From an optimization exercise on the open Yosys and OpenROAD flow, aimed at small area, a short achievable clock period and few clock cycles; shortcuts taken in it are not production practice. RTL that was checked went through simulation tests only; none was proved equivalent to the original. The RTL of runs 1, 3 and 4 was laid out without a check of its function. Power figures rest on the tool's default switching activity, not on a simulated workload.

File: flow/run.sh
#!/bin/bash
# Standard layout, with plain buf_2 cells as the port buffers instead of the
# cell buffer_ports picks by default. Make's output goes to flow_make.log.
set -euo pipefail
export BUFFER_PORTS_ARGS="-buffer_cell sky130_fd_sc_hd__buf_2"
bash standard.sh > flow_make.log 2>&1
File: standard.sh
#!/bin/bash
# synth_recipe.tcl (not shown) runs the flow's synth.tcl, then flattens the netlist and writes it again
# the make line also repeats each setting of config.mk as NAME=value (left out here)
make -C /OpenROAD-flow-scripts/flow DESIGN_CONFIG=/design/flow/config.mk WORK_HOME=/design/flow/orfs CLKGATE_MAP_FILE= SYNTH_SCRIPT=/design/flow/synth_recipe.tcl "${@:-finish}"
File: config.mk
export PLATFORM = sky130hd
export DESIGN_NAME = adb_kbd_translator
export DESIGN_NICKNAME = adb_kbd_translator
export VERILOG_FILES = /design/flow/design.v
export SDC_FILE = /design/flow/constraint.sdc
export NUM_CORES = 4
export LEC_CHECK = 0
export CAP_MARGIN = 20
export CORE_MARGIN = 2
export CORE_UTILIZATION = 40
export CTS_BUF_LIST = sky130_fd_sc_hd__clkbuf_8
export SETUP_SLACK_MARGIN = 4.5
export SLEW_MARGIN = 20
File: constraint.sdc
create_clock -name core_clock -period 8.0 [get_ports {clk}]
set_input_delay 1.6000 -clock core_clock [delete_from_list [all_inputs] [get_ports {clk}]]
set_output_delay 1.6000 -clock core_clock [all_outputs]
set_load 0.01 [all_outputs]
File: design.v
module adb_kbd_translator (
    input  wire        clk,
    input  wire        rst_n,         
    input  wire        in_valid,
    output wire        in_ready,
    input  wire        in_clear,      
    input  wire [7:0]  in_len,        
    input  wire [63:0] in_data,       
    output wire        ev_valid,
    input  wire        ev_ready,
    output wire [7:0]  ev_data,
    output reg  [31:0] short_count
);
    function [7:0] keymap;
        input [7:0] u;
        begin
            case (u)
                8'h04: keymap = 8'h80 | 8'h00;   
                8'h05: keymap = 8'h80 | 8'h0B;   
                8'h06: keymap = 8'h80 | 8'h08;   
                8'h07: keymap = 8'h80 | 8'h02;   
                8'h08: keymap = 8'h80 | 8'h0E;   
                8'h09: keymap = 8'h80 | 8'h03;   
                8'h0A: keymap = 8'h80 | 8'h05;   
                8'h0B: keymap = 8'h80 | 8'h04;   
                8'h0C: keymap = 8'h80 | 8'h22;   
                8'h0D: keymap = 8'h80 | 8'h26;   
                8'h0E: keymap = 8'h80 | 8'h28;   
                8'h0F: keymap = 8'h80 | 8'h25;   
                8'h10: keymap = 8'h80 | 8'h2E;   
                8'h11: keymap = 8'h80 | 8'h2D;   
                8'h12: keymap = 8'h80 | 8'h1F;   
                8'h13: keymap = 8'h80 | 8'h23;   
                8'h14: keymap = 8'h80 | 8'h0C;   
                8'h15: keymap = 8'h80 | 8'h0F;   
                8'h16: keymap = 8'h80 | 8'h01;   
                8'h17: keymap = 8'h80 | 8'h11;   
                8'h18: keymap = 8'h80 | 8'h20;   
                8'h19: keymap = 8'h80 | 8'h09;   
                8'h1A: keymap = 8'h80 | 8'h0D;   
                8'h1B: keymap = 8'h80 | 8'h07;   
                8'h1C: keymap = 8'h80 | 8'h10;   
                8'h1D: keymap = 8'h80 | 8'h06;   
                8'h1E: keymap = 8'h80 | 8'h12;   
                8'h1F: keymap = 8'h80 | 8'h13;   
                8'h20: keymap = 8'h80 | 8'h14;   
                8'h21: keymap = 8'h80 | 8'h15;   
                8'h22: keymap = 8'h80 | 8'h17;   
                8'h23: keymap = 8'h80 | 8'h16;   
                8'h24: keymap = 8'h80 | 8'h1A;   
                8'h25: keymap = 8'h80 | 8'h1C;   
                8'h26: keymap = 8'h80 | 8'h19;   
                8'h27: keymap = 8'h80 | 8'h1D;   
                8'h28: keymap = 8'h80 | 8'h24;   
                8'h29: keymap = 8'h80 | 8'h35;   
                8'h2A: keymap = 8'h80 | 8'h33;   
                8'h2B: keymap = 8'h80 | 8'h30;   
                8'h2C: keymap = 8'h80 | 8'h31;   
                8'h2D: keymap = 8'h80 | 8'h1B;   
                8'h2E: keymap = 8'h80 | 8'h18;   
                8'h2F: keymap = 8'h80 | 8'h21;   
                8'h30: keymap = 8'h80 | 8'h1E;   
                8'h31: keymap = 8'h80 | 8'h2A;   
                8'h33: keymap = 8'h80 | 8'h29;   
                8'h34: keymap = 8'h80 | 8'h27;   
                8'h35: keymap = 8'h80 | 8'h32;   
                8'h36: keymap = 8'h80 | 8'h2B;   
                8'h37: keymap = 8'h80 | 8'h2F;   
                8'h38: keymap = 8'h80 | 8'h2C;   
                8'h39: keymap = 8'h80 | 8'h39;   
                8'h3A: keymap = 8'h80 | 8'h7A;   
                8'h3B: keymap = 8'h80 | 8'h78;   
                8'h3C: keymap = 8'h80 | 8'h63;   
                8'h3D: keymap = 8'h80 | 8'h76;   
                8'h3E: keymap = 8'h80 | 8'h60;   
                8'h3F: keymap = 8'h80 | 8'h61;   
                8'h40: keymap = 8'h80 | 8'h62;   
                8'h41: keymap = 8'h80 | 8'h64;   
                8'h42: keymap = 8'h80 | 8'h65;   
                8'h43: keymap = 8'h80 | 8'h6D;   
                8'h44: keymap = 8'h80 | 8'h67;   
                8'h45: keymap = 8'h80 | 8'h6F;   
                8'h49: keymap = 8'h80 | 8'h72;   
                8'h4A: keymap = 8'h80 | 8'h73;   
                8'h4B: keymap = 8'h80 | 8'h74;   
                8'h4C: keymap = 8'h80 | 8'h75;   
                8'h4D: keymap = 8'h80 | 8'h77;   
                8'h4E: keymap = 8'h80 | 8'h79;   
                8'h4F: keymap = 8'h80 | 8'h3C;   
                8'h50: keymap = 8'h80 | 8'h3B;   
                8'h51: keymap = 8'h80 | 8'h3D;   
                8'h52: keymap = 8'h80 | 8'h3E;   
                8'h53: keymap = 8'h80 | 8'h47;   
                8'h54: keymap = 8'h80 | 8'h4B;   
                8'h55: keymap = 8'h80 | 8'h43;   
                8'h56: keymap = 8'h80 | 8'h4E;   
                8'h57: keymap = 8'h80 | 8'h45;   
                8'h58: keymap = 8'h80 | 8'h4C;   
                8'h59: keymap = 8'h80 | 8'h53;   
                8'h5A: keymap = 8'h80 | 8'h54;   
                8'h5B: keymap = 8'h80 | 8'h55;   
                8'h5C: keymap = 8'h80 | 8'h56;   
                8'h5D: keymap = 8'h80 | 8'h57;   
                8'h5E: keymap = 8'h80 | 8'h58;   
                8'h5F: keymap = 8'h80 | 8'h59;   
                8'h60: keymap = 8'h80 | 8'h5B;   
                8'h61: keymap = 8'h80 | 8'h5C;   
                8'h62: keymap = 8'h80 | 8'h52;   
                8'h63: keymap = 8'h80 | 8'h41;   
                8'h67: keymap = 8'h80 | 8'h51;   
                8'h68: keymap = 8'h80 | 8'h69;   
                8'h69: keymap = 8'h80 | 8'h6B;   
                8'h6A: keymap = 8'h80 | 8'h71;   
                default: keymap = 8'h00;         
            endcase
        end
    endfunction
    function [6:0] adb_code;
        input [6:0] u;
        begin
            adb_code[0] = (~u[6] & ~u[5] & ~u[3] & ~u[1] & u[0]) | (~u[6] & ~u[4] & ~u[2] & ~u[1] & u[0]) | (~u[6] & ~u[5] & ~u[2] & u[1] & ~u[0]) |
                          (~u[6] & ~u[4] & ~u[2] & u[1] & ~u[0]) | (~u[6] & u[3] & ~u[2] & ~u[1] & u[0]) | (~u[4] & u[3] & ~u[2] & u[1] & ~u[0]) |
                          (~u[6] & u[3] & u[2] & u[1] & u[0]) | (~u[5] & u[4] & ~u[2] & u[0]) | (~u[6] & u[4] & ~u[3] & u[1]) |
                          (u[5] & ~u[3] & u[2] & u[1]) | (u[5] & ~u[4] & u[3] & ~u[1] & u[0]) | (u[5] & u[3] & u[2] & ~u[1] & ~u[0]) |
                          (u[5] & u[4] & ~u[3] & u[2] & ~u[0]) | (u[6] & ~u[5] & ~u[4] & u[1] & ~u[0]) | (u[6] & ~u[3] & u[1] & u[0]) |
                          (u[6] & ~u[4] & u[2] & ~u[1]) | (u[6] & u[4] & ~u[3] & ~u[1]) | (u[6] & u[4] & u[0]) |
                          (u[6] & u[5] & ~u[1] & ~u[0]);
            adb_code[1] = (~u[6] & ~u[5] & ~u[4] & ~u[3] & u[0]) | (~u[6] & ~u[4] & ~u[3] & ~u[2] & u[1]) | (~u[5] & u[2] & ~u[1] & u[0]) |
                          (~u[6] & ~u[5] & ~u[4] & u[3] & ~u[1]) | (u[3] & u[2] & ~u[1] & u[0]) | (u[4] & ~u[3] & ~u[2] & ~u[0]) |
                          (~u[5] & u[4] & ~u[3] & ~u[2] & u[1]) | (~u[6] & ~u[5] & u[4] & ~u[2] & u[1] & u[0]) | (~u[6] & ~u[5] & u[4] & u[3] & u[2] & u[1]) |
                          (~u[6] & u[5] & ~u[2] & u[1] & ~u[0]) | (u[5] & ~u[3] & u[2] & ~u[1] & ~u[0]) | (u[5] & u[4] & ~u[3] & ~u[1]) |
                          (u[5] & u[4] & ~u[3] & u[2]) | (u[5] & u[4] & u[2] & ~u[1]) | (u[6] & ~u[3] & ~u[1] & ~u[0]) |
                          (u[6] & ~u[3] & u[2] & ~u[0]) | (u[6] & ~u[5] & ~u[4] & u[3] & ~u[2] & ~u[0]) | (u[6] & u[3] & ~u[1] & u[0]) |
                          (u[6] & u[4] & u[2] & ~u[1]) | (u[6] & u[5] & ~u[3] & ~u[0]);
            adb_code[2] = (~u[6] & ~u[5] & ~u[4] & ~u[2] & ~u[0]) | (~u[6] & ~u[3] & ~u[2] & ~u[0]) | (~u[5] & ~u[3] & ~u[2] & ~u[1] & u[0]) |
                          (~u[4] & ~u[3] & ~u[2] & ~u[1] & u[0]) | (~u[6] & ~u[5] & u[3] & ~u[2] & u[1]) | (~u[5] & ~u[4] & u[3] & u[1] & u[0]) |
                          (~u[5] & ~u[4] & u[3] & u[2] & u[0]) | (~u[6] & ~u[5] & u[4] & ~u[3] & ~u[1]) | (~u[6] & u[4] & ~u[3] & ~u[1] & ~u[0]) |
                          (u[4] & u[3] & u[2] & ~u[1] & u[0]) | (~u[6] & u[5] & ~u[4] & ~u[2] & ~u[1]) | (~u[6] & u[5] & ~u[2] & ~u[1] & ~u[0]) |
                          (~u[6] & u[5] & ~u[4] & ~u[3] & u[0]) | (~u[6] & u[5] & ~u[3] & u[2] & u[1] & u[0]) | (u[6] & ~u[5] & ~u[3] & u[1]) |
                          (u[6] & ~u[4] & u[2] & ~u[1]) | (u[6] & ~u[5] & u[3] & ~u[1] & ~u[0]) | (u[6] & u[4] & ~u[2] & u[1]);
            adb_code[3] = (~u[6] & ~u[5] & ~u[4] & ~u[2] & ~u[1] & ~u[0]) | (~u[6] & ~u[5] & ~u[3] & ~u[1] & u[0]) | (~u[5] & ~u[4] & ~u[3] & ~u[2] & u[1] & u[0]) |
                          (~u[4] & ~u[3] & u[2] & ~u[1] & u[0]) | (~u[4] & u[2] & u[1] & ~u[0]) | (~u[6] & ~u[5] & u[4] & ~u[3] & ~u[1]) |
                          (u[4] & ~u[3] & ~u[2] & ~u[1]) | (~u[6] & u[4] & ~u[2] & ~u[1] & u[0]) | (~u[6] & u[4] & ~u[2] & u[1] & ~u[0]) |
                          (~u[6] & u[5] & ~u[4] & ~u[3] & u[2]) | (u[5] & ~u[4] & u[2] & ~u[1] & u[0]) | (~u[6] & u[5] & ~u[3] & u[2] & u[1]) |
                          (u[5] & u[4] & ~u[2]) | (u[6] & u[3] & ~u[2] & ~u[1] & ~u[0]) | (u[6] & u[3] & u[2] & u[1]) |
                          (u[6] & u[4] & ~u[3] & ~u[0]) | (u[6] & u[5] & ~u[1]);
            adb_code[4] = (u[4] & ~u[3] & ~u[2] & u[1] & ~u[0]) | (~u[6] & ~u[5] & u[4] & u[2] & u[1] & u[0]) | (~u[5] & u[4] & u[3] & u[2] & ~u[0]) |
                          (~u[6] & u[5] & ~u[4] & ~u[3]) | (u[5] & ~u[4] & ~u[3] & ~u[1]) | (u[5] & ~u[3] & ~u[2] & ~u[0]) |
                          (u[5] & ~u[4] & u[2] & ~u[0]) | (u[5] & u[2] & ~u[1] & u[0]) | (~u[6] & u[5] & u[3] & ~u[2] & u[0]) |
                          (u[5] & u[3] & ~u[2] & u[1]) | (u[6] & ~u[5] & u[3] & u[0]) | (u[6] & u[3] & u[1]) |
                          (u[6] & u[3] & u[2]) | (u[6] & u[4] & ~u[3] & ~u[2] & ~u[1]) | (u[6] & u[5] & u[2]);
            adb_code[5] = (~u[5] & ~u[3] & ~u[2] & ~u[1]) | (~u[5] & ~u[4] & u[3] & u[2]) | (~u[6] & ~u[5] & u[4] & ~u[2] & ~u[1] & ~u[0]) |
                          (~u[6] & u[4] & ~u[3] & ~u[2] & u[0]) | (u[5] & u[3] & ~u[2]) | (u[5] & u[3] & ~u[1] & ~u[0]) |
                          (u[5] & u[3] & u[1] & u[0]) | (u[5] & u[4] & u[2]) | (u[6] & ~u[5] & ~u[4]) |
                          (u[6] & ~u[5] & ~u[3] & ~u[2] & ~u[0]);
            adb_code[6] = (u[5] & u[4] & u[3] & u[1]) | (u[5] & u[4] & u[3] & u[2]) | (u[6] & ~u[4] & ~u[2]) |
                          (u[6] & ~u[4] & ~u[0]) | (u[6] & ~u[3] & u[1] & u[0]) | (u[6] & ~u[3] & u[2]) |
                          (u[6] & u[2] & ~u[1]) | (u[6] & u[4] & u[3]);
        end
    endfunction
    function [6:0] modmap;
        input [2:0] b;
        begin
            case (b)
                3'd0: modmap = 7'h36;   
                3'd1: modmap = 7'h38;   
                3'd2: modmap = 7'h3A;   
                3'd3: modmap = 7'h37;   
                3'd4: modmap = 7'h7D;   
                3'd5: modmap = 7'h7B;   
                3'd6: modmap = 7'h7C;   
                default: modmap = 7'h37;   
            endcase
        end
    endfunction
    reg         rdy_q;             
    reg  [3:0]  rdy_k;             
    reg  [7:0]  cur_mod;           
    reg  [41:0] cur_keys;          
    reg  [41:0] old_keys;          
    reg  [19:0] pend;              
    reg         q0_v, q1_v;        
    reg  [7:0]  q0_d, q1_d;
    wire [7:0]  n_mod = in_data[7:0];
    wire [5:0]  n_map;             
    wire [41:0] n_keys;            
    genvar gi, gj;
    generate
        for (gj = 0; gj < 6; gj = gj + 1) begin : g_new
            wire [7:0] u = in_data[16 + 8*gj +: 8];
            wire [7:0] m = keymap(u);
            assign n_map[gj] = m[7];
            assign n_keys[7*gj +: 7] = m[7] ? u[6:0] : 7'd0;
        end
    endgenerate
    wire [35:0] eq;
    generate
        for (gi = 0; gi < 6; gi = gi + 1) begin : g_i
            for (gj = 0; gj < 6; gj = gj + 1) begin : g_j
                assign eq[6*gi + gj] = !in_data[16 + 8*gj + 7] &&
                    (cur_keys[7*gi +: 7] == in_data[16 + 8*gj +: 7]);
            end
        end
    endgenerate
    wire [5:0] rel_m, prs_m;
    generate
        for (gi = 0; gi < 6; gi = gi + 1) begin : g_rel
            assign rel_m[gi] = (cur_keys[7*gi +: 7] != 7'd0) && !(|eq[6*gi +: 6]);
            assign prs_m[gi] = n_map[gi] &&
                !(eq[gi] | eq[6+gi] | eq[12+gi] | eq[18+gi] | eq[24+gi] | eq[30+gi]);
        end
    endgenerate
    wire [19:0] in_pend = {prs_m, rel_m, n_mod ^ cur_mod};
    function [19:0] lower_or;      
        input [19:0] p;
        integer k;
        begin
            lower_or[0] = 1'b0;
            for (k = 1; k < 20; k = k + 1) lower_or[k] = lower_or[k-1] | p[k-1];
        end
    endfunction
    wire [19:0] pre   = lower_or(pend);
    wire [19:0] first = pend & ~pre;
    wire [19:0] rest  = pend & pre;
    wire        le1   = ~|rest;
    reg  [6:0]  rel_code, prs_code;
    reg  [7:0]  mod_ev;
    reg         seen_r, seen_p;
    integer k;
    always @(*) begin
        rel_code = 7'd0;
        prs_code = 7'd0;
        seen_r   = 1'b0;
        seen_p   = 1'b0;
        for (k = 0; k < 6; k = k + 1) begin
            if (pend[8+k] && !seen_r)  rel_code = old_keys[7*k +: 7];
            if (pend[14+k] && !seen_p) prs_code = cur_keys[7*k +: 7];
            seen_r = seen_r | pend[8+k];
            seen_p = seen_p | pend[14+k];
        end
        mod_ev = 8'd0;
        for (k = 0; k < 8; k = k + 1)
            if (first[k]) mod_ev = mod_ev | {~cur_mod[k], modmap(k[2:0])};
    end
    wire       is_mod   = |pend[7:0];
    wire       is_rel   = |pend[13:8];
    wire [6:0] slot_map = adb_code(is_rel ? rel_code : prs_code);
    wire [7:0] ev_next  = is_mod ? mod_ev : {is_rel, slot_map[6:0]};
    wire take     = q0_v && ev_ready;
    wire push     = (|pend) && !(q1_v && !take);
    wire accept   = in_valid && in_ready;
    wire is_short = !in_clear && (in_len < 8'd8);
    wire is_rep   = !in_clear && !is_short;
    reg         n_q0_v, n_q1_v;
    always @(*) begin
        n_q0_v = q0_v;
        n_q1_v = q1_v;
        if (take) begin
            if (q1_v) n_q1_v = push;
            else      n_q0_v = push;
        end else if (!q0_v) begin
            n_q0_v = push;
        end else if (!q1_v) begin
            n_q1_v = push;
        end
    end
    wire [7:0]  in_md  = in_pend[7:0];
    wire [5:0]  in_rl  = in_pend[13:8];
    wire [5:0]  in_pr  = in_pend[19:14];
    wire        md_le1 = ~|(in_md & lower_or({12'd0, in_md}));
    wire [3:0]  ky_ok;
    assign ky_ok[0] = ~|(in_rl & lower_or({14'd0, in_rl}));
    assign ky_ok[1] = ~|(in_pr & lower_or({14'd0, in_pr}));
    assign ky_ok[2] = !(|in_rl && |in_pr);
    assign ky_ok[3] = !(|in_md && (|in_rl || |in_pr));
    assign in_ready = rdy_q && (&rdy_k);
    wire sc_load = !rst_n || (accept && is_short);
    always @(posedge clk)
        if (sc_load) short_count <= {32{rst_n}} & (short_count + 32'd1);
    assign ev_valid = q0_v;
    assign ev_data  = q0_d;
    always @(posedge clk) begin
        if (!rst_n) begin
            rdy_q       <= 1'b1;
            rdy_k       <= 4'hf;
            cur_mod     <= 8'h00;
            cur_keys    <= 42'd0;
            pend        <= 20'd0;
            q0_v        <= 1'b0;
            q1_v        <= 1'b0;
        end else begin
            rdy_q <= !n_q1_v && (accept ? (!is_rep || md_le1) : le1);
            rdy_k <= (!accept || !is_rep) ? 4'hf : ky_ok;
            q0_v <= n_q0_v;
            q1_v <= n_q1_v;
            if (take) begin
                if (q1_v) begin
                    q0_d <= q1_d;
                    q1_d <= ev_next;
                end else begin
                    q0_d <= ev_next;
                end
            end else if (!q0_v) begin
                q0_d <= ev_next;
            end else if (!q1_v) begin
                q1_d <= ev_next;
            end
            if (push) begin
                pend <= rest;
            end
            if (accept) begin
                pend <= 20'd0;
                if (in_clear) begin
                    cur_mod  <= 8'h00;
                    cur_keys <= 42'd0;
                end else if (is_short) begin
                end else begin
                    cur_mod  <= n_mod;
                    cur_keys <= n_keys;
                    old_keys <= cur_keys;
                    pend     <= in_pend;
                end
            end
        end
    end
endmodule
==> impl_table.tex, run 1 <==
\begin{tabular}{lr}
\hline
Metric & Value \\
\hline
\multicolumn{2}{l}{\textbf{Synthesis}} \\
\quad Most numerous cell in the Yosys netlist & xor2\_1 \\
\quad Cell Area, Synth & 0.01302 mm² \\
\quad Average size of a mapped cell & 8.597 µm² \\
\quad Post-synth cell types & 87 \\
\quad Yosys warning total & 1 \\
\quad Top-area cell type share of the netlist area & 0.2075 \\
\quad Post-synth top cells & 261 x xor2\_1, 143 x nand2\_1, 116 x clkbuf\_1 \\
\quad Post-Synthesis Cells & 1,515 \\
\quad Main area contributors after synthesis & edfxtp\_1 21\%, xor2\_1 18\%, dfxtp\_1 12\%, nor4\_1 4.1\%, nand2\_1 4.1\% \\
\quad Post-synthesis async set-or-reset flop share & 0 \\
\quad Largest area contributor in the netlist & edfxtp\_1 \\
\quad Share of synthesized area occupied by flip-flops and latches & 0.3259 \\
\quad Number of nets in the synthesized netlist & 1,593 \\
\quad \#FFs+latches synth & 167 \\
\quad Number of enable-type register cells in the synthesized netlist & 90 \\
\quad Most frequently used flop master after synthesis & edfxtp\_1 \\
\multicolumn{2}{l}{\textbf{Placement}} \\
\quad Number of buffer cells added on primary ports & 107 \\
\quad Cell Area, Placed & 0.01362 mm² \\
\quad Placer congestion estimate & 0.9902 \\
\quad Dpl hpwl & 27.57 mm \\
\multicolumn{2}{l}{\textbf{GRT}} \\
\quad Antenna violations before repair & 7 \\
\quad Overall Global Routing Usage & 0.2499 \\
\quad First-pass GRT wire length & 65.49 mm \\
\quad Residual overflow from global routing & 0 \\
\quad Maximum number of pins on one net before global-route repair & 67 \\
\quad Via count of the first global-routing pass & 11,018 \\
\multicolumn{2}{l}{\textbf{Clock network}} \\
\quad Total of hold buffers inserted after clock tree synthesis & 0 \\
\quad Number of buffers created by CTS & 17 \\
\quad H-tree depth & 4 \\
\quad Clock transition at the registers of the reported paths & 100 ps \\
\quad Clock root buffer master & clkbuf\_8 \\
\quad CTS tree & built \\
\quad Max Buffers Root-to-Sink & 2 \\
\quad Clock Sinks & 167 \\
\quad Worst-skew pair later-pin latency & 490 ps \\
\multicolumn{2}{l}{\textbf{Setup path}} \\
\quad Launching element type of the critical path & primary input \\
\quad Arrival time worst endpoint & 3510 ps \\
\quad Critical path capture point type & flop \\
\quad Critical path buffer and inverter count & 3 \\
\quad Max stage delay on crit path & 560 ps \\
\quad CP max stage cell & clkinvlp\_4 \\
\quad Critical path class & primary input to flop \\
\quad Crit-path max FO & 24 \\
\quad Sequence of cells on the critical path & buf\_2, or4\_4, nor2\_4, nor3\_4, buf\_4, nand2\_2, clkinvlp\_4 \\
\quad Top cell family by delay on the critical path & simple AND/OR/NAND/NOR gates \\
\quad Required time worst endpoint & 8050 ps \\
\multicolumn{2}{l}{\textbf{Power}} \\
\quad Maximum VDD drop & 0.1235 mV \\
\quad Power per standard cell area & 244.7 mW/mm² \\
\quad Final Total Pwr & 3557 µW \\
\quad P\_leak & 0.005787 µW \\
\multicolumn{2}{l}{\textbf{Timing}} \\
\quad Setup repair after global routing missed its margin & true \\
\quad Post-route minimum period & 3468 ps \\
\quad Total count of hold-check failures in the final report & 0 \\
\quad Headroom to the max-slew limit & 0.3171 \\
\quad Setup TNS & 0 ps \\
\quad Fin crit share & 0.4336 \\
\quad Final-report max-slew violation count & 0 \\
\quad Clock Skews & 15.58 ps \\
\quad Achievable Freq & 288.3 MHz \\
\quad Worst Tran Pin Value & 1020 ps \\
\quad Total setup violations reported at the end of the flow & 0 \\
\quad Hold Slack & 566.6 ps \\
\multicolumn{2}{l}{\textbf{Floorplan}} \\
\quad Area of the core region & 0.03229 mm² \\
\quad Number of I/O pins & 119 \\
\quad Num rows & 66 \\
\quad Starting utilization of the core area & 0.4034 \\
\quad Area enclosed by the die boundary & 0.03402 mm² \\
\quad Die width & 184.4 µm \\
\quad DIE HEIGHT & 184.4 µm \\
\multicolumn{2}{l}{\textbf{Hold path}} \\
\quad Hold Path Class & flop to flop \\
\multicolumn{2}{l}{\textbf{Layout}} \\
\quad Share of the core filled with cells in the final layout & 0.4501 \\
\quad Final Net Count & 1,616 \\
\quad Non-Filler Cell Area, Final & 0.01453 mm² \\
\quad Share of post-route cells with drive strength above 1 & 0.1696 \\
\quad Signed area change from the synthesized netlist to the final layout & 11.60\% \\
\multicolumn{2}{l}{\textbf{Detailed routing}} \\
\quad Number of design rule violations left after detail routing & 0 \\
\quad Total number of vias & 12,038 \\
\quad DRC violation total after the first TritonRoute iteration & 1,374 \\
\quad Number of detailed-route iterations in the first pass & 5 \\
\quad Via/cell ratio & 6.022 \\
\quad Routed length per instance & 21.69 µm \\
\quad Final wirelength & 43.36 mm \\
\quad Number of nets with antenna violations after detailed routing & 0 \\
\multicolumn{2}{l}{\textbf{Outcome}} \\
\quad Status & timing/DRC/antenna clean \\
\multicolumn{2}{l}{\textbf{Flow run}} \\
\quad Reported max-cap violation count & 0 \\
\hline
\end{tabular}
[timing repair]
item	in CTS	in global routing
gates cloned	2	2
hold endpoints to repair	0	0
pin swaps	5	7
endpoints found under the setup margin	75	31
gates resized for setup	29	21
buffers inserted	20	13
[layer usage]
metal  routed length [µm]  GRT usage  vias up
met5                   11          0        -
met4                 1654    0.09536        2
met3                 4221    0.05730      129
met2                18930     0.3872      633
met1                18550     0.3379     5717
li1                     -          -     5557
[sequential cells by signal (all words and copies together) (netlist names)]
signal / count
cur_keys: 42
cur_mod: 8
old_keys: 42
pend: 20
q0_d: 8
q0_v: 1
q1_d: 8
q1_v: 1
rdy_k: 4
rdy_q: 1
short_count: 32
[layout by cell type, fill, tap and decap left out, types with 7 or more instances in the layout]
| cell | count |
|---|---|
| xor2_1 | 261 |
| nand2_1 | 141 |
| buf_2 | 108 |
| edfxtp_1 | 90 |
| nor4_1 | 86 |
| nor2b_1 | 73 |
| dfxtp_1 | 71 |
| nor2_1 | 62 |
| a21oi_1 | 52 |
| a22oi_1 | 49 |
| buf_4 | 48 |
| and2_1 | 38 |
| o21ai_0 | 37 |
| nand3_1 | 32 |
| xnor2_1 | 28 |
| nand4_1 | 19 |
| a31oi_1 | 19 |
| clkbuf_8 | 17 |
| nor3_1 | 16 |
| and3_1 | 13 |
| a32oi_1 | 12 |
| a21boi_0 | 11 |
| inv_1 | 10 |
| o211ai_1 | 10 |
| a311oi_1 | 9 |
| o31ai_1 | 9 |
| nand3b_1 | 8 |
| nor3_2 | 8 |
| or3_1 | 7 |
| a2bb2oi_1 | 7 |
| nor4b_1 | 7 |
| a211oi_1 | 7 |
| nand4b_1 | 7 |
[through the flow]
step           cells  worst slack (ps)
3_3_place_gp    1924              3535
4_1_cts         1978              4463
2_1_floorplan   1515              4379
5_1_grt         1995              4438
3_5_place_dp    1924              3490
6_report        1999              4532
[tightest hold or removal path, stage by stage (launching register included)]
cell and delay (ps):
edfxtp_1 360, nand2_1 50, o21ai_0 60
[layout make-up]
class | instances | area (µm²)
Inverter | 12 | 48.80
Timing Repair inverter | 2 | 12.51
Timing Repair Buffer | 160 | 954.7
Clock buffer | 17 | 234.0
Fill cell | 3168 | 17750
Clock inverter | 15 | 133.9
Antenna cell | 6 | 15.01
Sequential cell | 167 | 4252
Multi-Input combinational cell | 1178 | 8330
Tap cell | 442 | 553.0
[where the power goes]
group | switching, µW | total, µW | internal (µW)
Sequential | 109 | 1140 | 1030
Clock | 376 | 604 | 228
Combinational | 1100 | 1810 | 711
[worst paths after layout]
path	end	depth (start not counted)	startpoint	slack, ps
max	old_keys[38]	7	in_len[7]	4530
min	q1_d[7]	2	q1_d[7]	570
max reg2reg	q1_d[0]	10	pend[14]	4580
min reg2reg	q1_d[7]	2	q1_d[7]	570
[logic make-up after synthesis]
group,after synthesis,synth area share
AO/OA/AOI/OAI,318,0.1817
XOR/XNOR,289,0.1944
adder cells (fa/ha/maj),7,0.005572
buffers and inverters,171,0.05543
flip-flops,167,0.3259
multiplexers,5,0.004227
AND/OR/NAND/NOR,558,0.2329
==> run 2, diff against run 1 <==
--- a/design.v
+++ b/design.v
@@ -175,4 +175,3 @@
     endfunction
-    reg         rdy_q;             
-    reg  [3:0]  rdy_k;             
+    reg         rdy_q, rdy_k;      
     reg  [7:0]  cur_mod;           
@@ -267,14 +266,7 @@
     wire [7:0]  in_md  = in_pend[7:0];
-    wire [5:0]  in_rl  = in_pend[13:8];
-    wire [5:0]  in_pr  = in_pend[19:14];
+    wire [11:0] in_key = in_pend[19:8];
     wire        md_le1 = ~|(in_md & lower_or({12'd0, in_md}));
-    wire [3:0]  ky_ok;
-    assign ky_ok[0] = ~|(in_rl & lower_or({14'd0, in_rl}));
-    assign ky_ok[1] = ~|(in_pr & lower_or({14'd0, in_pr}));
-    assign ky_ok[2] = !(|in_rl && |in_pr);
-    assign ky_ok[3] = !(|in_md && (|in_rl || |in_pr));
-    assign in_ready = rdy_q && (&rdy_k);
-    wire sc_load = !rst_n || (accept && is_short);
-    always @(posedge clk)
-        if (sc_load) short_count <= {32{rst_n}} & (short_count + 32'd1);
+    wire        ky_le1 = ~|(in_key & lower_or({8'd0, in_key}));
+    wire        ky_ok  = ky_le1 && !(|in_md && |in_key);
+    assign in_ready = rdy_q && rdy_k;
     assign ev_valid = q0_v;
@@ -284,3 +276,3 @@
             rdy_q       <= 1'b1;
-            rdy_k       <= 4'hf;
+            rdy_k       <= 1'b1;
             cur_mod     <= 8'h00;
@@ -290,5 +282,6 @@
             q1_v        <= 1'b0;
+            short_count <= 32'd0;
         end else begin
             rdy_q <= !n_q1_v && (accept ? (!is_rep || md_le1) : le1);
-            rdy_k <= (!accept || !is_rep) ? 4'hf : ky_ok;
+            rdy_k <= !accept || !is_rep || ky_ok;
             q0_v <= n_q0_v;
@@ -316,2 +309,3 @@
                 end else if (is_short) begin
+                    short_count <= short_count + 32'd1;
                 end else begin
==> impl_table.tex, run 2 <==
\begin{tabular}{lr}
\hline
Metric & Value \\
\hline
\multicolumn{2}{l}{\textbf{GRT}} \\
\quad Via count of the first global-routing pass & 11,083 (+0.59\%) \\
\quad First-pass GRT wire length & 64.05 mm (-2.2\%) \\
\quad Maximum number of pins on one net before global-route repair & 84 (+25\%) \\
\quad Overall Global Routing Usage & 0.2598 (+0.009909) \\
\quad Residual overflow from global routing & 0 (unchanged) \\
\quad Antenna violations before repair & 0 (-7) \\
\multicolumn{2}{l}{\textbf{Timing}} \\
\quad Fin crit share & 0.4457 (+0.01212) \\
\quad Headroom to the max-slew limit & 0.3492 (+0.03204) \\
\quad Setup repair after global routing missed its margin & true \\
\quad Clock Skews & 19.60 ps (+4.027 ps) \\
\quad Total count of hold-check failures in the final report & 0 (unchanged) \\
\quad Worst Tran Pin Value & 976.2 ps (-44.20 ps) \\
\quad Final-report max-slew violation count & 0 (unchanged) \\
\quad Achievable Freq & 280.5 MHz (-2.7\%) \\
\quad Total setup violations reported at the end of the flow & 0 (unchanged) \\
\quad Setup TNS & 0 ps (unchanged) \\
\quad Post-route minimum period & 3565 ps (+96.98 ps) \\
\multicolumn{2}{l}{\textbf{Flow run}} \\
\quad Reported max-cap violation count & 0 (unchanged) \\
\multicolumn{2}{l}{\textbf{Synthesis}} \\
\quad Yosys warning total & 1 (unchanged) \\
\quad Cell Area, Synth & 0.01222 mm² (-6.2\%) \\
\quad Post-Synthesis Cells & 1,501 (-0.92\%) \\
\quad Share of synthesized area occupied by flip-flops and latches & 0.3161 (-0.009738) \\
\quad Post-synth top cells & 257 x xor2\_1, 132 x nor2\_1, 131 x nand2\_1 \\
\quad Main area contributors after synthesis & xor2\_1 18\%, dfxtp\_1 17\%, edfxtp\_1 14\%, nor4\_1 4.2\%, nor2\_1 4.1\% \\
\quad Largest area contributor in the netlist & xor2\_1 \\
\quad Average size of a mapped cell & 8.142 µm² (-5.3\%) \\
\quad Post-synth cell types & 80 (-8.0\%) \\
\quad Post-synthesis async set-or-reset flop share & 0 (unchanged) \\
\quad Most numerous cell in the Yosys netlist & xor2\_1 \\
\quad Number of nets in the synthesized netlist & 1,579 (-0.88\%) \\
\quad Top-area cell type share of the netlist area & 0.1842 (-0.02334) \\
\quad Number of enable-type register cells in the synthesized netlist & 58 (-36\%) \\
\quad \#FFs+latches synth & 164 (-1.8\%) \\
\quad Most frequently used flop master after synthesis & dfxtp\_1 \\
\multicolumn{2}{l}{\textbf{Detailed routing}} \\
\quad Final wirelength & 41.79 mm (-3.6\%) \\
\quad Number of detailed-route iterations in the first pass & 6 (+1) \\
\quad Routed length per instance & 21.73 µm (+0.18\%) \\
\quad DRC violation total after the first TritonRoute iteration & 1,408 (+2.5\%) \\
\quad Total number of vias & 11,869 (-1.4\%) \\
\quad Number of design rule violations left after detail routing & 0 (unchanged) \\
\quad Via/cell ratio & 6.172 (+2.5\%) \\
\quad Number of nets with antenna violations after detailed routing & 0 (unchanged) \\
\multicolumn{2}{l}{\textbf{Setup path}} \\
\quad Critical path capture point type & flop \\
\quad Launching element type of the critical path & primary input \\
\quad Crit-path max FO & 11 (-54\%) \\
\quad Arrival time worst endpoint & 3930 ps (+420 ps) \\
\quad Required time worst endpoint & 8360 ps (+310 ps) \\
\quad Critical path class & primary input to flop \\
\multicolumn{2}{l}{\textbf{Floorplan}} \\
\quad Starting utilization of the core area & 0.4091 (+0.005741) \\
\quad Number of I/O pins & 119 (unchanged) \\
\quad DIE HEIGHT & 178.8 µm (-3.1\%) \\
\quad Area of the core region & 0.02987 mm² (-7.5\%) \\
\quad Die width & 178.8 µm (-3.1\%) \\
\quad Num rows & 63 (-4.5\%) \\
\quad Area enclosed by the die boundary & 0.03197 mm² (-6.0\%) \\
\multicolumn{2}{l}{\textbf{Clock network}} \\
\quad Number of buffers created by CTS & 17 (unchanged) \\
\quad Clock Sinks & 164 (-1.8\%) \\
\quad CTS tree & built \\
\quad Clock root buffer master & clkbuf\_8 \\
\quad H-tree depth & 4 (unchanged) \\
\quad Total of hold buffers inserted after clock tree synthesis & 0 (unchanged) \\
\quad Worst-skew pair later-pin latency & 480 ps (about the same) \\
\quad Max Buffers Root-to-Sink & 2 (unchanged) \\
\quad Clock transition at the registers of the reported paths & 90 ps (about the same) \\
\multicolumn{2}{l}{\textbf{Hold path}} \\
\quad Hold Path Class & flop to flop \\
\multicolumn{2}{l}{\textbf{Placement}} \\
\quad Cell Area, Placed & 0.01289 mm² (-5.4\%) \\
\quad Dpl hpwl & 27.14 mm (-1.6\%) \\
\quad Number of buffer cells added on primary ports & 107 (unchanged) \\
\quad Placer congestion estimate & 1.013 (+2.3\%) \\
\multicolumn{2}{l}{\textbf{Outcome}} \\
\quad Status & timing/DRC/antenna clean \\
\multicolumn{2}{l}{\textbf{Power}} \\
\quad P\_int & 1836 µW (-6.9\%) \\
\quad Power per standard cell area & 231.4 mW/mm² (-5.4\%) \\
\quad P\_leak & 0.005655 µW (-2.3\%) \\
\quad Clock power share & 0.208 (+0.038) \\
\quad Switching Fraction & 0.4292 (-0.01647) \\
\quad Combinational share of power & 0.466 (-0.043) \\
\quad Switching power of the nets & 1380 µW (-13\%) \\
\quad Maximum VDD drop & 0.1315 mV (+6.5\%) \\
\quad Register share of total power & 0.326 (+0.005) \\
\multicolumn{2}{l}{\textbf{Layout}} \\
\quad Antenna diode count & 0 (-6) \\
\quad Sequential cell area in the final layout & 0.003879 mm² (-8.8\%) \\
\quad Number of fillers in the final layout & 2,904 (-8.3\%) \\
\quad Final Net Count & 1,598 (-1.1\%) \\
\quad Signed area change from the synthesized netlist to the final layout & 13.69\% \\
\quad Largest registers ranked by flip-flop count & cur\_keys (42), old\_keys (42), short\_count (32) \\
\quad Commonest cells after routing, fill and taps aside & 257 x xor2\_1, 127 x nor2\_1, 126 x nand2\_1, 96 x dfxtp\_1, 82 x buf\_2 \\
\quad Most frequent standard cell in the layout excluding fill and tap cells & xor2\_1 \\
\quad Non-Filler Cell Area, Final & 0.01389 mm² (-4.4\%) \\
\quad Share of post-route cells with drive strength above 1 & 0.1742 (+0.004600) \\
\quad Area occupied by multi-input gates & 0.008061 mm² (-3.2\%) \\
\hline
\end{tabular}
==> run 2: cell types whose count changed after synthesis, sizes merged, moves of 19 or more <==
cell	before	now
nor2b	73	10
o21ai	43	62
dfxtp	77	106
and2	38	15
edfxtp	90	58
nor2	66	132
==> run 2: through the flow <==
stage / std cells / hold WS, ps / total power (µW) / setup slack, ps / util
after floorplan: 1501 / 406.4 / 2064 / 4202 / -
after global placement: 1869 / 492.9 / 2407 / 3754 / 0.4314
after detailed placement: 1869 / 503.6 / 2422 / 3744 / 0.4314
after CTS: 1905 / 519.9 / 3127 / 4503 / 0.4516
after global routing: 1923 / 548.2 / 3405 / 4409 / 0.4651
final: 1923 / 530.0 / 3216 / 4435 / 0.4651
==> run 2: cells by family (layout without fill, tap and decap cells) <==
family / after synthesis / after routing / share of synthesized area
compound gates: 324 / 325 / 0.1856
xor+xnor: 288 / 288 / 0.2064
fa+ha+maj: 7 / 7 / 0.005938
buf+inv: 174 / 205 / 0.05528
flops: 164 / 164 / 0.3161
mux: 3 / 3 / 0.002457
simple gates: 541 / 541 / 0.2282
==> run 2: repair_timing <==
action,4_1_cts,5_1_grt
gates resized for setup,39,69
buffers inserted,4,17
endpoints found under the setup margin,29,33
cloned,0,1
pin swaps,7,36
==> run 2: power by group through the flow <==
stage / Combinational, µW / Clock, µW / Sequential (µW)
2_1_floorplan: 1030 / 0 / 1030
3_3_place_gp: 1340 / 0 / 1060
3_5_place_dp: 1360 / 0 / 1060
4_1_cts: 1400 / 685 / 1050
5_1_grt: 1630 / 715 / 1060
6_report: 1500 / 668 / 1050
==> run 2: path summary, 6_finish.rpt <==
kind	start	endpoint	slack (ps)	depth (start not counted)
setup / recovery	in_data[26]	rdy_k	4430	10
hold / removal	short_count[31]	short_count[31]	530	2
setup reg to reg	cur_keys[23]	q1_d[1]	4620	9
hold reg to reg	short_count[31]	short_count[31]	530	2
==> run 2: worst max-delay path: stages <==
cell	delay, ps
buf_8	130
a21boi_1	120
a311o_1	260
a22o_1	200
a221o_1	420
or3_4	470
nor3b_4	180
a211oi_2	230
a21oi_1	90
a211o_1	230
==> run 2: final cells by class <==
class,count,area share
clock buffers,17,0.01684
clock inverters,15,0.01432
inverters,21,0.005673
multi-input cells,1164,0.5802
flip-flops and latches,164,0.2792
well taps,390,0.03512
repair buffers,152,0.06871
==> run 2: per-layer routing <==
layer,vias to the layer above,GRT usage,wire length [µm]
met5,-,0,0
li1,5473,-,-
met3,129,0.04092,3289
met4,0,0.1257,1781
met1,5649,0.3553,17930
met2,618,0.3987,18790
Testbench counts of run 2, summed over its fixed seeds: cycles 2,446.
==> run 3, diff against run 2 <==
--- a/design.v
+++ b/design.v
@@ -117,2 +117,11 @@
     endfunction
+    function is_mapped;
+        input [7:0] u;
+        begin
+            is_mapped = (~u[7] & ~u[6] & u[2]) | (~u[7] & ~u[5] & u[2] & ~u[1]) | (~u[7] & ~u[6] & u[3]) |
+                        (~u[7] & ~u[4] & u[3] & ~u[2] & ~u[1] & u[0]) | (~u[7] & ~u[5] & u[3] & u[1]) | (~u[7] & ~u[5] & u[4]) |
+                        (~u[7] & ~u[6] & u[4] & u[0]) | (~u[7] & ~u[6] & u[5] & ~u[1]) | (~u[7] & u[5] & ~u[4] & ~u[2] & ~u[0]) |
+                        (~u[7] & u[5] & ~u[4] & ~u[3] & u[1] & u[0]) | (~u[7] & u[6] & ~u[4] & ~u[3] & ~u[2]);
+        end
+    endfunction
     function [6:0] adb_code;
@@ -189,5 +198,5 @@
             wire [7:0] u = in_data[16 + 8*gj +: 8];
-            wire [7:0] m = keymap(u);
-            assign n_map[gj] = m[7];
-            assign n_keys[7*gj +: 7] = m[7] ? u[6:0] : 7'd0;
+            wire       m = is_mapped(u);
+            assign n_map[gj] = m;
+            assign n_keys[7*gj +: 7] = m ? u[6:0] : 7'd0;
         end
==> impl_table.tex, run 3 <==
\begin{tabular}{lr}
\hline
Metric & Value \\
\hline
\multicolumn{2}{l}{\textbf{Synthesis}} \\
\quad Cell Area, Synth & 0.01244 mm² (+1.8\%) \\
\quad Top-area cell type share of the netlist area & 0.1958 (+0.01160) \\
\quad Share of synthesized area occupied by flip-flops and latches & 0.3107 (-0.005470) \\
\quad Main area contributors after synthesis & xor2\_1 20\%, dfxtp\_1 17\%, edfxtp\_1 14\%, nand2\_1 5.2\%, nor2\_1 5.0\% \\
\quad Yosys warning total & 1 (unchanged) \\
\quad Number of enable-type register cells in the synthesized netlist & 58 (unchanged) \\
\quad Largest area contributor in the netlist & xor2\_1 \\
\quad Number of nets in the synthesized netlist & 1,617 (+2.4\%) \\
\quad Most numerous cell in the Yosys netlist & xor2\_1 \\
\quad Post-synth top cells & 278 x xor2\_1, 173 x nand2\_1, 165 x nor2\_1 \\
\quad Post-synthesis async set-or-reset flop share & 0 (unchanged) \\
\quad Average size of a mapped cell & 8.081 µm² (-0.75\%) \\
\quad \#FFs+latches synth & 164 (unchanged) \\
\quad Most frequently used flop master after synthesis & dfxtp\_1 \\
\quad Post-Synthesis Cells & 1,539 (+2.5\%) \\
\quad Post-synth cell types & 89 (+11\%) \\
\multicolumn{2}{l}{\textbf{Placement}} \\
\quad Number of buffer cells added on primary ports & 107 (unchanged) \\
\quad Placer congestion estimate & 0.9586 (-5.4\%) \\
\quad Dpl hpwl & 27.97 mm (+3.1\%) \\
\multicolumn{2}{l}{\textbf{Detailed routing}} \\
\quad Via/cell ratio & 6.069 (-1.7\%) \\
\quad Final wirelength & 42.10 mm (+0.74\%) \\
\quad Routed length per instance & 21.44 µm (-1.4\%) \\
\quad Number of nets with antenna violations after detailed routing & 0 (unchanged) \\
\quad Number of design rule violations left after detail routing & 0 (unchanged) \\
\quad DRC violation total after the first TritonRoute iteration & 1,486 (+5.5\%) \\
\quad Total number of vias & 11,920 (+0.43\%) \\
\quad Number of detailed-route iterations in the first pass & 6 (unchanged) \\
\multicolumn{2}{l}{\textbf{Layout}} \\
\quad Antenna diode count & 0 (unchanged) \\
\quad Signed area change from the synthesized netlist to the final layout & 12.37\% \\
\quad Number of fillers in the final layout & 3,063 (+5.5\%) \\
\quad Most frequent standard cell in the layout excluding fill and tap cells & xor2\_1 \\
\quad Commonest cells after routing, fill and taps aside & 276 x xor2\_1, 168 x nand2\_1, 159 x nor2\_1, 96 x dfxtp\_1, 94 x buf\_2 \\
\quad Largest registers ranked by flip-flop count & cur\_keys (42), old\_keys (42), short\_count (32) \\
\quad Final Net Count & 1,633 (+2.2\%) \\
\quad Share of post-route cells with drive strength above 1 & 0.1824 (+0.008230) \\
\multicolumn{2}{l}{\textbf{Hold path}} \\
\quad Hold Path Class & flop to flop \\
\multicolumn{2}{l}{\textbf{Clock network}} \\
\quad Clock Sinks & 164 (unchanged) \\
\quad Max Buffers Root-to-Sink & 2 (unchanged) \\
\quad H-tree depth & 4 (unchanged) \\
\quad Clock root buffer master & clkbuf\_8 \\
\quad Clock transition at the registers of the reported paths & 100 ps (about the same) \\
\quad Number of buffers created by CTS & 17 (unchanged) \\
\quad Total of hold buffers inserted after clock tree synthesis & 0 (unchanged) \\
\quad Worst-skew pair later-pin latency & 480 ps (about the same) \\
\quad CTS tree & built \\
\multicolumn{2}{l}{\textbf{GRT}} \\
\quad Overall Global Routing Usage & 0.2500 (-0.009803) \\
\quad Maximum number of pins on one net before global-route repair & 62 (-26\%) \\
\quad Residual overflow from global routing & 0 (unchanged) \\
\quad First-pass GRT wire length & 64.72 mm (+1.0\%) \\
\quad Antenna violations before repair & 0 (unchanged) \\
\quad Via count of the first global-routing pass & 10,946 (-1.2\%) \\
\multicolumn{2}{l}{\textbf{Flow run}} \\
\quad Reported max-cap violation count & 0 (unchanged) \\
\multicolumn{2}{l}{\textbf{Floorplan}} \\
\quad Starting utilization of the core area & 0.4066 (-0.002519) \\
\quad Area enclosed by the die boundary & 0.03252 mm² (+1.7\%) \\
\quad Number of I/O pins & 119 (unchanged) \\
\quad Area of the core region & 0.03059 mm² (+2.4\%) \\
\quad Num rows & 64 (+1.6\%) \\
\quad Die width & 180.3 µm (+0.86\%) \\
\quad DIE HEIGHT & 180.3 µm (+0.86\%) \\
\multicolumn{2}{l}{\textbf{Timing}} \\
\quad Headroom to the max-slew limit & 0.4389 (+0.08975) \\
\quad Total setup violations reported at the end of the flow & 0 (unchanged) \\
\quad Total count of hold-check failures in the final report & 0 (unchanged) \\
\quad Achievable Freq & 282.9 MHz (+0.86\%) \\
\quad Setup TNS & 0 ps (unchanged) \\
\quad Fin crit share & 0.4419 (-0.003821) \\
\quad Hold Slack & 504.4 ps (-25.69 ps) \\
\quad Worst Tran Pin Value & 840.4 ps (-135.8 ps) \\
\quad Post-route minimum period & 3535 ps (-30.57 ps) \\
\quad Final-report max-slew violation count & 0 (unchanged) \\
\quad Clock Skews & 14.65 ps (-4.955 ps) \\
\quad Setup repair after global routing missed its margin & true \\
\multicolumn{2}{l}{\textbf{Power}} \\
\quad P\_leak & 0.005847 µW (+3.4\%) \\
\quad Switching Fraction & 0.4103 (-0.01891) \\
\quad Register share of total power & 0.376 (+0.050) \\
\quad Combinational share of power & 0.398 (-0.068) \\
\quad Power per standard cell area & 196.4 mW/mm² (-15\%) \\
\quad Maximum VDD drop & 0.1010 mV (-23\%) \\
\quad Switching power of the nets & 1126 µW (-18\%) \\
\quad Clock power share & 0.226 (+0.018) \\
\quad P\_int & 1618 µW (-12\%) \\
\multicolumn{2}{l}{\textbf{Setup path}} \\
\quad Crit-path max FO & 5 (-6) \\
\quad Launching element type of the critical path & primary input \\
\quad Max stage delay on crit path & 560 ps (+90 ps) \\
\quad Sequence of cells on the critical path & buf\_6, nor4\_4, or4b\_4, nor4\_4, and3\_4, and4\_4, nand2\_4, nor2\_4, nand3\_2, xor2\_1, nor2\_1 \\
\quad Critical path class & primary input to flop \\
\quad Most common cell on crit path & nor4\_4 \\
\quad Critical path capture point type & flop \\
\quad CP max stage cell & or4b\_4 \\
\quad Arrival time worst endpoint & 3870 ps (-60 ps) \\
\quad Required time worst endpoint & 8340 ps (-20 ps) \\
\multicolumn{2}{l}{\textbf{Outcome}} \\
\quad Status & timing/DRC/antenna clean \\
\hline
\end{tabular}
## run 3: cell count changes in the layout (fill, tap and decap cells not counted), sizes merged, moves of 7 or more
cell | previous run | this run
a22o | 4 | 12
buf | 137 | 128
mux2 | 0 | 8
nand2 | 132 | 174
nand3 | 30 | 41
nand4 | 21 | 14
nor2 | 132 | 168
nor4b | 9 | 1
xnor2 | 31 | 9
xor2 | 257 | 278
## run 3: cells by family (layout without fill, tap and decap cells)
logic type      after synthesis  count (layout)  share of synthesized area
mux                          16              16                    0.01368
xor+xnor                    287             287                     0.2021
compound gates              301             302                     0.1740
buf+inv                     160             185                    0.05463
flops                       164             164                     0.3107
fa+ha+maj                     6               6                   0.005030
simple gates                605             608                     0.2398
## run 3: area by class of cell
type	instances	area (µm²)	area share
Clock inverter	14	137.6	0.009848
Clock buffer	18	247.7	0.01773
Timing Repair Buffer	140	848.3	0.06070
Tap cell	396	495.5	0.03545
Multi-Input combinational cell	1219	8319	0.5953
Inverter	13	48.80	0.003491
Sequential cell	164	3879	0.2775
## run 3: per-layer routing
layer	routed length (µm)	track usage
met1	17980	0.3332
met2	19080	0.4047
met3	3080	0.03416
met4	1960	0.1090
met5	0	0
## run 3: metrics by stage
stage	worst slack (ps)	power (µW)	instances	util	area, µm²
after floorplan	4289	1771	1539	-	12630
after global placement	3239	2008	1910	0.4270	13060
after detailed placement	3265	2025	1910	0.4270	13060
after CTS	4374	2678	1949	0.4441	13590
after global routing	4364	2888	1964	0.4569	13980
final	4465	2744	1964	0.4569	13980
## run 3: final timing paths
check / startpoint / endpoint / slack (ps) / cells past startpoint
worst max register to register: pend[9] / q0_d[1] / 4590 / 11
worst max-delay path: in_len[3] / short_count[31] / 4470 / 11
worst min register to register: short_count[1] / short_count[1] / 500 / 2
worst min-delay path: short_count[1] / short_count[1] / 500 / 2
## run 3: timing repair
| item | CTS | global route |
|---|---|---|
| pin swaps | 2 | 26 |
| resized for setup | 21 | 60 |
| setup buffers | 6 | 12 |
| gates cloned | 1 | 3 |
| endpoints found under the setup margin | 86 | 36 |
## run 3: power groups by stage
stage | Combinational, µW | Sequential (µW) | Clock [µW]
final | 1090 | 1030 | 621
after global routing | 1180 | 1040 | 666
after CTS | 1020 | 1030 | 632
after detailed placement | 979 | 1050 | 0
after global placement | 963 | 1040 | 0
after floorplan | 765 | 1010 | 0
## run 3: critical path, delay by kind of cell
family                    cells  cell delay, ps
and+or+nand+nor               9            2030
buffers and inverters         1             100
xor gates and xnor gates      1             140
==> run 4, diff against run 3 <==
--- a/design.v
+++ b/design.v
@@ -184,3 +184,4 @@
     endfunction
-    reg         rdy_q, rdy_k;      
+    reg         rdy_q;             
+    reg  [3:0]  rdy_k;             
     reg  [7:0]  cur_mod;           
@@ -275,7 +276,11 @@
     wire [7:0]  in_md  = in_pend[7:0];
-    wire [11:0] in_key = in_pend[19:8];
+    wire [5:0]  in_rl  = in_pend[13:8];
+    wire [5:0]  in_pr  = in_pend[19:14];
     wire        md_le1 = ~|(in_md & lower_or({12'd0, in_md}));
-    wire        ky_le1 = ~|(in_key & lower_or({8'd0, in_key}));
-    wire        ky_ok  = ky_le1 && !(|in_md && |in_key);
-    assign in_ready = rdy_q && rdy_k;
+    wire [3:0]  ky_ok;
+    assign ky_ok[0] = ~|(in_rl & lower_or({14'd0, in_rl}));
+    assign ky_ok[1] = ~|(in_pr & lower_or({14'd0, in_pr}));
+    assign ky_ok[2] = !(|in_rl && |in_pr);
+    assign ky_ok[3] = !(|in_md && (|in_rl || |in_pr));
+    assign in_ready = rdy_q && (&rdy_k);
     assign ev_valid = q0_v;
@@ -285,3 +290,3 @@
             rdy_q       <= 1'b1;
-            rdy_k       <= 1'b1;
+            rdy_k       <= 4'hf;
             cur_mod     <= 8'h00;
@@ -294,3 +299,3 @@
             rdy_q <= !n_q1_v && (accept ? (!is_rep || md_le1) : le1);
-            rdy_k <= !accept || !is_rep || ky_ok;
+            rdy_k <= (!accept || !is_rep) ? 4'hf : ky_ok;
             q0_v <= n_q0_v;
==> impl_table.tex, run 4 <==
\begin{tabular}{lr}
\hline
Metric & Value \\
\hline
\multicolumn{2}{l}{\textbf{GRT}} \\
\quad Overall Global Routing Usage & 0.2459 (-0.004162) \\
\quad Via count of the first global-routing pass & 10,858 (-0.80\%) \\
\quad Residual overflow from global routing & 0 (unchanged) \\
\quad Antenna violations before repair & 1 (+1) \\
\quad First-pass GRT wire length & 63.00 mm (-2.7\%) \\
\quad Maximum number of pins on one net before global-route repair & 51 (-18\%) \\
\multicolumn{2}{l}{\textbf{Clock network}} \\
\quad Clock root buffer master & clkbuf\_8 \\
\quad Number of buffers created by CTS & 17 (unchanged) \\
\quad Worst-skew pair later-pin latency & 490 ps (about the same) \\
\quad Clock Sinks & 167 (+1.8\%) \\
\quad H-tree depth & 4 (unchanged) \\
\quad Clock transition at the registers of the reported paths & 110 ps (about the same) \\
\quad CTS tree & built \\
\quad Total of hold buffers inserted after clock tree synthesis & 0 (unchanged) \\
\quad Max Buffers Root-to-Sink & 2 (unchanged) \\
\multicolumn{2}{l}{\textbf{Timing}} \\
\quad Achievable Freq & 278.0 MHz (-1.7\%) \\
\quad Fin crit share & 0.4497 (+0.007806) \\
\quad Clock Skews & 23.94 ps (+9.294 ps) \\
\quad Setup TNS & 0 ps (unchanged) \\
\quad Worst Tran Pin Value & 872.3 ps (+31.88 ps) \\
\quad Total setup violations reported at the end of the flow & 0 (unchanged) \\
\quad Headroom to the max-slew limit & 0.4131 (-0.02585) \\
\quad Final-report max-slew violation count & 0 (unchanged) \\
\quad Post-route minimum period & 3597 ps (+62.45 ps) \\
\quad Setup repair after global routing missed its margin & true \\
\quad Total count of hold-check failures in the final report & 0 (unchanged) \\
\quad Final worst setup slack & 4403 ps (-62.45 ps) \\
\multicolumn{2}{l}{\textbf{Setup path}} \\
\quad Crit-path max FO & 22 (+17) \\
\quad Required time worst endpoint & 8230 ps (-110 ps) \\
\quad Launching element type of the critical path & flop \\
\quad Critical path capture point type & flop \\
\quad Arrival time worst endpoint & 3830 ps (-40 ps) \\
\quad Critical path class & flop to flop \\
\multicolumn{2}{l}{\textbf{Detailed routing}} \\
\quad Met2 Wirelength & 18.81 mm (-1.4\%) \\
\quad Length of routed met3 wiring & 3.711 mm (+20\%) \\
\quad Uppermost metal layer occupied by signal nets & met4 \\
\quad DRC violation total after the first TritonRoute iteration & 1,264 (-15\%) \\
\quad Number of detailed-route iterations in the first pass & 5 (-1) \\
\quad Final wirelength & 42.01 mm (-0.21\%) \\
\quad Via/cell ratio & 6.098 (+0.47\%) \\
\quad Total number of vias & 12,037 (+0.98\%) \\
\quad Number of nets with antenna violations after detailed routing & 0 (unchanged) \\
\quad Number of design rule violations left after detail routing & 0 (unchanged) \\
\quad Met1 Routed Length & 17.89 mm (-0.51\%) \\
\quad Routed length per instance & 21.28 µm (-0.72\%) \\
\multicolumn{2}{l}{\textbf{Synthesis}} \\
\quad Post-synthesis async set-or-reset flop share & 0 (unchanged) \\
\quad Cell Area, Synth & 0.01237 mm² (-0.57\%) \\
\quad Largest family of logic cells by synthesized area & simple AND/OR/NAND/NOR gates \\
\quad Yosys warning total & 1 (unchanged) \\
\quad Post-Synthesis Cells & 1,541 (+0.13\%) \\
\quad Most numerous cell in the Yosys netlist & xor2\_1 \\
\quad Share of synthesized area occupied by flip-flops and latches & 0.3173 (+0.006649) \\
\quad Post-synth top cells & 235 x xor2\_1, 161 x nand2\_1, 159 x nor2\_1 \\
\quad Post-synth cell types & 74 (-17\%) \\
\quad Area fraction in compound gates after synthesis & 0.1731 (-0.0009187) \\
\quad Largest area contributor in the netlist & dfxtp\_1 \\
\quad Area share of and/or/nand/nor cells after synthesis & 0.2410 (+0.001181) \\
\quad Top-area cell type share of the netlist area & 0.1765 (-0.01931) \\
\quad Main area contributors after synthesis & dfxtp\_1 18\%, xor2\_1 17\%, edfxtp\_1 14\%, nand2\_1 4.9\%, nor2\_1 4.8\% \\
\quad Post-Synth XOR/XNOR Area & 0.2019 (-0.0002509) \\
\quad Average size of a mapped cell & 8.024 µm² (-0.70\%) \\
\quad Adder and majority cell fraction of the synthesized area & 0.005869 (+0.0008385) \\
\quad Number of nets in the synthesized netlist & 1,619 (+0.12\%) \\
\quad \#FFs+latches synth & 167 (+1.8\%) \\
\quad Most frequently used flop master after synthesis & dfxtp\_1 \\
\quad Multiplexer share of the synthesized area & 0.005160 (-0.008522) \\
\quad Number of enable-type register cells in the synthesized netlist & 58 (unchanged) \\
\multicolumn{2}{l}{\textbf{Flow run}} \\
\quad Reported max-cap violation count & 0 (unchanged) \\
\multicolumn{2}{l}{\textbf{Layout}} \\
\quad Commonest cells after routing, fill and taps aside & 235 x xor2\_1, 160 x nand2\_1, 157 x nor2\_1, 100 x buf\_2, 99 x dfxtp\_1 \\
\quad Largest registers ranked by flip-flop count & cur\_keys (42), old\_keys (42), short\_count (32) \\
\quad Most frequent standard cell in the layout excluding fill and tap cells & xor2\_1 \\
\quad Share of post-route cells with drive strength above 1 & 0.1680 (-0.01436) \\
\quad Final Net Count & 1,642 (+0.55\%) \\
\quad Signed area change from the synthesized netlist to the final layout & 12.65\% \\
\quad Number of fillers in the final layout & 3,002 (-2.0\%) \\
\multicolumn{2}{l}{\textbf{Placement}} \\
\quad Placer congestion estimate & 0.9354 (-2.4\%) \\
\quad Dpl hpwl & 27.43 mm (-2.0\%) \\
\quad Pre-CTS setup slack & 3197 ps (-67.38 ps) \\
\quad Number of buffer cells added on primary ports & 107 (unchanged) \\
\multicolumn{2}{l}{\textbf{Power}} \\
\quad P\_leak & 0.005714 µW (-2.3\%) \\
\quad Maximum VDD drop & 0.1213 mV (+20\%) \\
\quad Power per standard cell area & 211.1 mW/mm² (+7.5\%) \\
\multicolumn{2}{l}{\textbf{Floorplan}} \\
\quad Die width & 179.8 µm (-0.28\%) \\
\quad Number of I/O pins & 119 (unchanged) \\
\quad Area enclosed by the die boundary & 0.03234 mm² (-0.56\%) \\
\quad Num rows & 64 (unchanged) \\
\quad Area of the core region & 0.03051 mm² (-0.26\%) \\
\quad Starting utilization of the core area & 0.4053 (-0.001270) \\
\quad DIE HEIGHT & 179.8 µm (-0.28\%) \\
\multicolumn{2}{l}{\textbf{Hold path}} \\
\quad Hold Path Class & flop to flop \\
\multicolumn{2}{l}{\textbf{Outcome}} \\
\quad Status & timing/DRC/antenna clean \\
\hline
\end{tabular}
## run 4: cell types whose count changed after synthesis, sizes merged, moves of 12 or more
cell   previous run  this run
a22o             12         0
nand2           173       161
nand3            41        29
xnor2             9        50
a21oi            55        77
xor2            278       235
## run 4: final timing paths
kind                                       from              end  slack, ps  depth (start not counted)
worst min register to register  short_count[25]  short_count[25]        510                          2
worst min-delay path            short_count[25]  short_count[25]        510                          2
worst max register to register          pend[8]          q0_d[5]       4400                          9
worst max-delay path                    pend[8]          q0_d[5]       4400                          9
## run 4: per-layer routing
layer	global-route usage	up-vias
met3	0.03647	115
li1	-	5562
met4	0.1070	0
met1	0.3322	5709
met5	0	-
met2	0.3905	651
## run 4: kinds of logic (layout without fill, tap and decap cells)
logic type,count (synthesis),after routing
compound gates,318,319
xor+xnor,285,285
fa+ha+maj,7,7
buf+inv,161,195
flops,167,167
mux,6,6
other cells,0,1
simple gates,597,598
## run 4: cell type report
| type | instances | area (µm²) | share of cell area |
|---|---|---|---|
| tap | 396 | 495.5 | 0.03557 |
| clock buffer | 18 | 247.7 | 0.01779 |
| sequential | 167 | 3936 | 0.2826 |
| multi-input combinational | 1215 | 8142 | 0.5845 |
| timing repair buffer | 151 | 887.1 | 0.06368 |
| inverter | 12 | 45.04 | 0.003234 |
| clock inverter | 14 | 173.9 | 0.01249 |
| antenna | 1 | 2.502 | 0.0001796 |
## run 4: report_power, final
part / switching (µW) / total [µW] / internal [µW]
clock network: 386 / 662 / 276
logic: 761 / 1200 / 441
registers: 95.3 / 1080 / 980
total: 1240 / 2940 / 1700
## run 4: critical path: stages (launching register included)
cell      delay, ps
dfxtp_2         460
or4_4           680
a211oi_4        400
o21ai_2         210
o211ai_4        350
nor2_1          110
a221oi_1        350
o31ai_1         150
a211oi_1        500
a21oi_1         130
## run 4: per-stage QoR
stage / cells / util / cell area [µm²] / total power, µW / hold slack [ps]
2_1_floorplan: 1541 / - / 12470 / 1879 / 402.9
3_3_place_gp: 1911 / 0.4240 / 12940 / 2133 / 473.8
3_5_place_dp: 1911 / 0.4240 / 12940 / 2152 / 490.9
4_1_cts: 1947 / 0.4432 / 13520 / 2840 / 507.5
5_1_grt: 1973 / 0.4565 / 13930 / 3088 / 538.2
6_report: 1974 / 0.4566 / 13930 / 2940 / 505.6
## run 4: timing repair
item | 4_1_cts | 5_1_grt
setup endpoints to repair | 67 | 76
gates resized for setup | 32 | 42
pin swaps | 3 | 5
setup buffers | 4 | 24
gates cloned | 0 | 2

==> port drivers added, routing unchanged <==
In the flow no input, the clock included, has a driving cell. The finished layouts below were timed again as built, in two steps.
Step 1 sets driving cells, clkbuf_16 on the clock port and buf_2 on the other inputs (assumed; they add their load-dependent delay and slew).
Step 2 also shifts input and output timing later by t, the mid clock arrival at the registers, as if the neighbouring blocks saw the same clock.
a / b / c = no drivers / after step 1 / after step 2; a / b = the first two.
| run | t (ns) | setup slack, ns | worst data-port slew with drivers (ns) | pins driven straight from the clock port |
|---|---|---|---|---|
| run 1 | 0.526 | 4.532 / 4.558 / 4.032 | 0.08 | 1 |
| run 2 | 0.508 | 4.435 / 4.439 / 3.931 | 0.05 | 1 |
| run 3 | 0.512 | 4.465 / 4.477 / 3.965 | 0.04 | 1 |
| run 4 | 0.527 | 4.403 / 4.403 / 4.020 | 0.07 | 1 |
After both steps setup and hold are still met in every run listed. The setup slack of run 2, which loses most, moves by +0.004 ns with the drivers and by -0.504 ns with both steps.
